What follows belongs to an exercise in optimizing a design on an open flow for small area, a short achievable clock period and few clock cycles per item; a production flow would make more cautious choices.
The RTL was checked by simulation tests, not by an equivalence proof against the original design.

==> build 26: inputs <==
## fxled_csc
module fxled_csc (
    input  wire        clk,
    input  wire        rst,         
    input  wire        in_valid,
    output wire        in_ready,
    input  wire        op,          
    input  wire [31:0] x0,          
    input  wire [31:0] x1,          
    input  wire [31:0] x2,          
    output reg         out_valid,
    output wire [31:0] y0,          
    output wire [31:0] y1,          
    output wire [31:0] y2           
);
Settings: LEC_CHECK=0, ABC_AREA=1, CAP_MARGIN=50, CORE_MARGIN=2, CORE_UTILIZATION=70, PLACE_DENSITY=0.75, SLEW_MARGIN=60; clock period 15.0 ns.
run.sh (not shown) runs the stock make flow with config.mk's settings and CLKGATE_MAP_FILE= SYNTH_SCRIPT=/design/flow/synth_recipe.tcl, a recipe that flattens the netlist after the stock synthesis.
==> trial 42 (differences from build 26) <==
--- a/flow/design.v
+++ b/flow/design.v
@@ -378,41 +378,41 @@
     reg [31:0] s1;
     reg [27:0] g1;
     reg [2:0]  sx1;
     reg [15:0] sbn1, sb11, sb21;
     always @(posedge clk) begin
         V1 <= vc; s1 <= ss; g1 <= hg; sx1 <= hsx;
         sbn1 <= sen; sb11 <= se1; sb21 <= se2;
     end
-    wire [59:14] m1s, m1c;
+    wire [59:10] m1s, m1c;
     wire         m1k;
     fx_m1 u_m1 (.bn(sbn1), .b1(sb11), .b2(sb21), .b(g1), .s(m1s), .c(m1c), .cy(m1k));
-    wire [49:14] m2s, m2c;
+    wire [49:10] m2s, m2c;
     wire         m2k;
     fx_m2 u_m2 (.a(V1), .b(s1), .e(V1), .s(m2s), .c(m2c), .cy(m2k));
-    reg [59:14] ws2, wc2;
+    reg [59:10] ws2, wc2;
     reg         wk2;
-    reg [49:14] ps2, pc2;
+    reg [49:10] ps2, pc2;
     reg         pk2;
     reg [15:0] V2;
     reg [2:0]  sx2;
     always @(posedge clk) begin
         ws2 <= m1s; wc2 <= m1c; wk2 <= m1k;
         ps2 <= m2s; pc2 <= m2c; pk2 <= m2k;
         V2 <= V1; sx2 <= sx1;
     end
-    wire [45:0] wf = ws2 + wc2 + {45'd0, wk2};
-    wire [35:0] pf = ps2 + pc2 + {35'd0, pk2};
-    wire [15:0] pcl = pf[35] ? 16'd0 : (|pf[34:29] ? 16'hFFFF : pf[28:13]);
+    wire [49:0] wf = ws2 + wc2 + {49'd0, wk2};
+    wire [39:0] pf = ps2 + pc2 + {39'd0, pk2};
+    wire [15:0] pcl = pf[39] ? 16'd0 : (|pf[38:33] ? 16'hFFFF : pf[32:17]);
     reg [32:0] W3;
     reg [15:0] V3, P3;
     reg [2:0]  sx3;
     always @(posedge clk) begin
-        W3 <= wf[45:13]; V3 <= V2; P3 <= pcl; sx3 <= sx2;
+        W3 <= wf[49:17]; V3 <= V2; P3 <= pcl; sx3 <= sx2;
     end
     wire [49:10] m3s, m3c;
     wire         m3k;
     fx_m3 u_m3 (.a(V3), .b(W3), .e(V3), .s(m3s), .c(m3c), .cy(m3k));
     reg [49:10] qs4, qc4;
     reg         qk4;
     reg [15:0] V4, P4;
     reg [2:0]  sx4;
@@ -703,18 +703,23 @@
     always @(posedge clk) begin
         dr_13 <= y_13_1[16:0]; dd_13 <= dd_12; dx_13 <= dx_12;
         fl_13 <= dx_12 ? {z_13_1[2:0], fl_12[0]} : fl_12;
         dq_13 <= {dq_12, (dx_12 ? z_13_0[3] : y_13_0[17]), (dx_12 ? z_13_1[3] : y_13_1[17])};
     end
     wire [17:0] yl = drow(dr_13, dd_13, ~dd_13[0]);
     wire [3:0]  zl = d6(fl_13[3:1], yl[17] ^ fl_13[0]);
     wire        hinc = ({1'b0, zl[2:0]} + (fl_13[0] ? 4'd4 : 4'd3)) >= 4'd6;
-    reg  [26:0] hq;
-    always @(posedge clk) hq <= {dq_13, zl[3]} + {26'd0, hinc};
+    reg  [26:0] hq0;
+    reg         hq1;
+    always @(posedge clk) begin
+        hq0 <= {dq_13, zl[3]};
+        hq1 <= hinc;
+    end
+    wire [26:0] hq = hq0 + {26'd0, hq1};
     wire        sso = fl_13[3];
     wire        sdz = fl_13[2];
     wire [27:0] ss_f = sso ? 28'd134217728 : {1'b0, dq_13, yl[17]};
     wire [15:0] smx = ~dd_13;
     wire [27:0] vv_f = {1'b0, smx, 11'd0} + {17'd0, ({1'b0, smx} + 17'd16) >> 5};
     wire [27:0] rh = sdz ? 28'd0 : {1'b0, hq};
     wire [27:0] rs = sdz ? 28'd0 : ss_f;
     reg [27:0] o0, o1, o2;
@@ -729,17 +734,17 @@
             o2 <= vv_f;
         end
     end
     assign y0 = {4'd0, o0};
     assign y1 = {4'd0, o1};
     assign y2 = {4'd0, o2};
 endmodule
 module fx_m1(input [15:0] bn, input [15:0] b1, input [15:0] b2, input [27:0] b,
-    output [59:14] s, output [59:14] c, output cy);
+    output [59:10] s, output [59:10] c, output cy);
     wire n0 = ((b1[0] & b[0])) ^ bn[0];
     wire n1 = ((b1[0] & b[1]) | (b2[0] & b[0])) ^ bn[0];
     wire n2 = ((b1[0] & b[2]) | (b2[0] & b[1])) ^ bn[0];
     wire n3 = ((b1[0] & b[3]) | (b2[0] & b[2])) ^ bn[0];
     wire n4 = ((b1[0] & b[4]) | (b2[0] & b[3])) ^ bn[0];
     wire n5 = ((b1[0] & b[5]) | (b2[0] & b[4])) ^ bn[0];
     wire n6 = ((b1[0] & b[6]) | (b2[0] & b[5])) ^ bn[0];
     wire n7 = ((b1[0] & b[7]) | (b2[0] & b[6])) ^ bn[0];
@@ -2098,23 +2103,23 @@
     wire n1360 = n1249 ^ n1250 ^ 1'b1;
     wire n1361 = (n1249 & n1250) | (n1249 & 1'b1) | (n1250 & 1'b1);
     wire n1362 = n1251 ^ n464 ^ n492;
     wire n1363 = (n1251 & n464) | (n1251 & n492) | (n464 & n492);
     wire n1364 = n493 ^ 1'b1;
     wire n1365 = n493 & 1'b1;
     wire [59:0] r0 = {n1365, n1363, n1361, n1359, n1357, n1355, n1353, n1351, n1349, n1347, n1345, n1343, n1341, n1339, n1337, n1335, n1333, n1331, n1329, n1327, n1325, n1323, n1321, n1319, n1317, n1315, n1313, n1311, n1309, n1307, n1305, n1303, n1301, n1299, n1297, n1295, n1293, n1291, n1289, n1287, n1285, n1283, n1281, n1279, n1277, n1275, n1273, n1271, n1269, n1267, n1265, n1263, n1261, n1259, n1257, n1255, n1253, n1252, n1, n0};
     wire [59:0] r1 = {n495, n1364, n1362, n1360, n1358, n1356, n1354, n1352, n1350, n1348, n1346, n1344, n1342, n1340, n1338, n1336, n1334, n1332, n1330, n1328, n1326, n1324, n1322, n1320, n1318, n1316, n1314, n1312, n1310, n1308, n1306, n1304, n1302, n1300, n1298, n1296, n1294, n1292, n1290, n1288, n1286, n1284, n1282, n1280, n1278, n1276, n1274, n1272, n1270, n1268, n1266, n1264, n1262, n1260, n1258, n1256, n1254, bn[1], 1'b0, bn[0]};
-    wire [14:0] lo = {1'b0, r0[13:0]} + {1'b0, r1[13:0]};
-    assign cy = lo[14];
-    assign s = r0[59:14];
-    assign c = r1[59:14];
+    wire [10:0] lo = {1'b0, r0[9:0]} + {1'b0, r1[9:0]};
+    assign cy = lo[10];
+    assign s = r0[59:10];
+    assign c = r1[59:10];
 endmodule
 module fx_m2(input [15:0] a, input [31:0] b, input [15:0] e,
-    output [49:14] s, output [49:14] c, output cy);
+    output [49:10] s, output [49:10] c, output cy);
     wire n0 = ~a[1];
     wire n1 = a[0] ^ 1'b0;
     wire n2 = (a[1] & ~a[0] & ~1'b0) | (~a[1] & a[0] & 1'b0);
     wire n3 = ((n1 & b[0])) ^ n0;
     wire n4 = ((n1 & b[1]) | (n2 & b[0])) ^ n0;
     wire n5 = ((n1 & b[2]) | (n2 & b[1])) ^ n0;
     wire n6 = ((n1 & b[3]) | (n2 & b[2])) ^ n0;
     wire n7 = ((n1 & b[4]) | (n2 & b[3])) ^ n0;
@@ -2974,20 +2979,20 @@
     wire n861 = n772 ^ n773 ^ 1'b1;
     wire n862 = (n772 & n773) | (n772 & 1'b1) | (n773 & 1'b1);
     wire n863 = n774 ^ n295 ^ n329;
     wire n864 = (n774 & n295) | (n774 & n329) | (n295 & n329);
     wire n865 = n330 ^ 1'b1;
     wire n866 = n330 & 1'b1;
     wire [49:0] r0 = {1'b1, n866, n864, n862, n860, n858, n856, n854, n852, n850, n848, n846, n844, n842, n840, n838, n836, n834, n832, n830, n828, n826, n824, n822, n820, n818, n816, n814, n812, n810, n808, n806, n804, n802, n800, n798, n796, n794, n792, n790, n788, n786, n784, n782, n780, n778, n776, n775, n4, n3};
     wire [49:0] r1 = {1'b0, n332, n865, n863, n861, n859, n857, n855, n853, n851, n849, n847, n845, n843, n841, n839, n837, n835, n833, n831, n829, n827, n825, n823, n821, n819, n817, n815, n813, n811, n809, n807, n805, n803, n801, n799, n797, n795, n793, n791, n789, n787, n785, n783, n781, n779, n777, n37, 1'b0, n0};
-    wire [14:0] lo = {1'b0, r0[13:0]} + {1'b0, r1[13:0]};
-    assign cy = lo[14];
-    assign s = r0[49:14];
-    assign c = r1[49:14];
+    wire [10:0] lo = {1'b0, r0[9:0]} + {1'b0, r1[9:0]};
+    assign cy = lo[10];
+    assign s = r0[49:10];
+    assign c = r1[49:10];
 endmodule
 module fx_m3(input [15:0] a, input [32:0] b, input [15:0] e,
     output [49:10] s, output [49:10] c, output cy);
     wire n0 = ~a[1];
     wire n1 = a[0] ^ 1'b0;
     wire n2 = (a[1] & ~a[0] & ~1'b0) | (~a[1] & a[0] & 1'b0);
     wire n3 = ((n1 & b[0])) ^ n0;
     wire n4 = ((n1 & b[1]) | (n2 & b[0])) ^ n0;
==> flow/config.mk (replaced) <==
export PLATFORM = sky130hd
export DESIGN_NAME = fxled_csc
export DESIGN_NICKNAME = fxled_csc
export VERILOG_FILES = /design/flow/design.v
export SDC_FILE = /design/flow/constraint.sdc
export NUM_CORES = 4
export LEC_CHECK = 0
export ABC_AREA = 1
export CAP_MARGIN = 30
export CORE_MARGIN = 2
export CORE_UTILIZATION = 60
export SLEW_MARGIN = 40
==> trial 21 (differences from build 26) <==
==> flow/config.mk (replaced) <==
export PLATFORM = sky130hd
export DESIGN_NAME = fxled_csc
export DESIGN_NICKNAME = fxled_csc
export VERILOG_FILES = /design/flow/design.v
export SDC_FILE = /design/flow/constraint.sdc
export NUM_CORES = 4
export LEC_CHECK = 0
export ABC_AREA = 1
export CAP_MARGIN = 50
export CORE_MARGIN = 2
export CORE_UTILIZATION = 60
export SLEW_MARGIN = 60
==> results.txt <==
crit share post-route 0.367; CTS buffer count 198; M3 GR Usage 0.0786; Worst path depth 27; Initial Utilization 0.604; status no timing/DRC/antenna violations; fin crit period 5.51 ns; GR Layer Usage met2 0.603; Worst path top cell family by delay simple AND/OR/NAND/NOR gates; clock-cell share of area 0.0524
the above is filed under trial 21

==> results.txt <==
fin crit period 6.20 ns; GR Layer Usage met2 0.693; Initial Utilization 0.703; clock-cell share of area 0.0508; core area 180000 µm²; synth warn 2; CTS Hold Bufs 0; status no timing/DRC/antenna violations; CTS buffer count 198; Worst path depth 28; Worst path top cell family by delay simple AND/OR/NAND/NOR gates; M3 GR Usage 0.133; crit share post-route 0.413; top_reg_cell synth dfxtp_1
the above is filed under build 26

==> results.txt <==
GR Layer Usage met2 0.572; Worst path depth 22; CTS buffer count 204; detailed placer's ending HPWL 295000 µm; Worst path top cell family by delay compound AO/OA/AOI/OAI gates; crit share post-route 0.379; Worst Hold Path EP dq_13[12]; M3 GR Usage 0.0765; adder-cell share of the synthesized area 0.219; Initial Utilization 0.603; core area 212000 µm²; Skew-Pair Late Insertion Delay 0.90 ns; setup slack at placement 9.83 ns; status no timing/DRC/antenna violations; clock-cell share of area 0.0536
the above is filed under trial 42

Testbench counts of build 26, summed over its fixed seeds: cycles 8,646, items 8,000.
Testbench counts of trial 42, summed over its fixed seeds: cycles 8,646, items 8,000.
Testbench counts of trial 21, summed over its fixed seeds: cycles 8,646, items 8,000.

[what the ideal ports hide]
The flow's constraints put no driver on any port. The routed layouts listed below were extracted and timed again, unchanged, in two steps.
Step 1, drivers: a clkbuf_16 drives clk and a buf_2 each remaining input, both assumed.
Step 2 also shifts input and output timing later by t, the mid clock arrival at the registers, as if the neighbouring blocks saw the same clock.
Slacks: ideal / step 1 / step 2; pairs: ideal / step 1.
run	t, ns	setup slack, ns	hold slack, ns	worst setup path at the end
build 26	0.971	8.798 / 8.798 / 8.798	0.274 / 0.274 / 0.274	register to register
trial 42	0.974	9.315 / 9.315 / 9.315	0.258 / 0.258 / 0.258	register to register
trial 21	0.974	9.489 / 9.489 / 9.489	0.259 / 0.259 / 0.259	register to register
After both steps setup and hold are still met in every run listed.
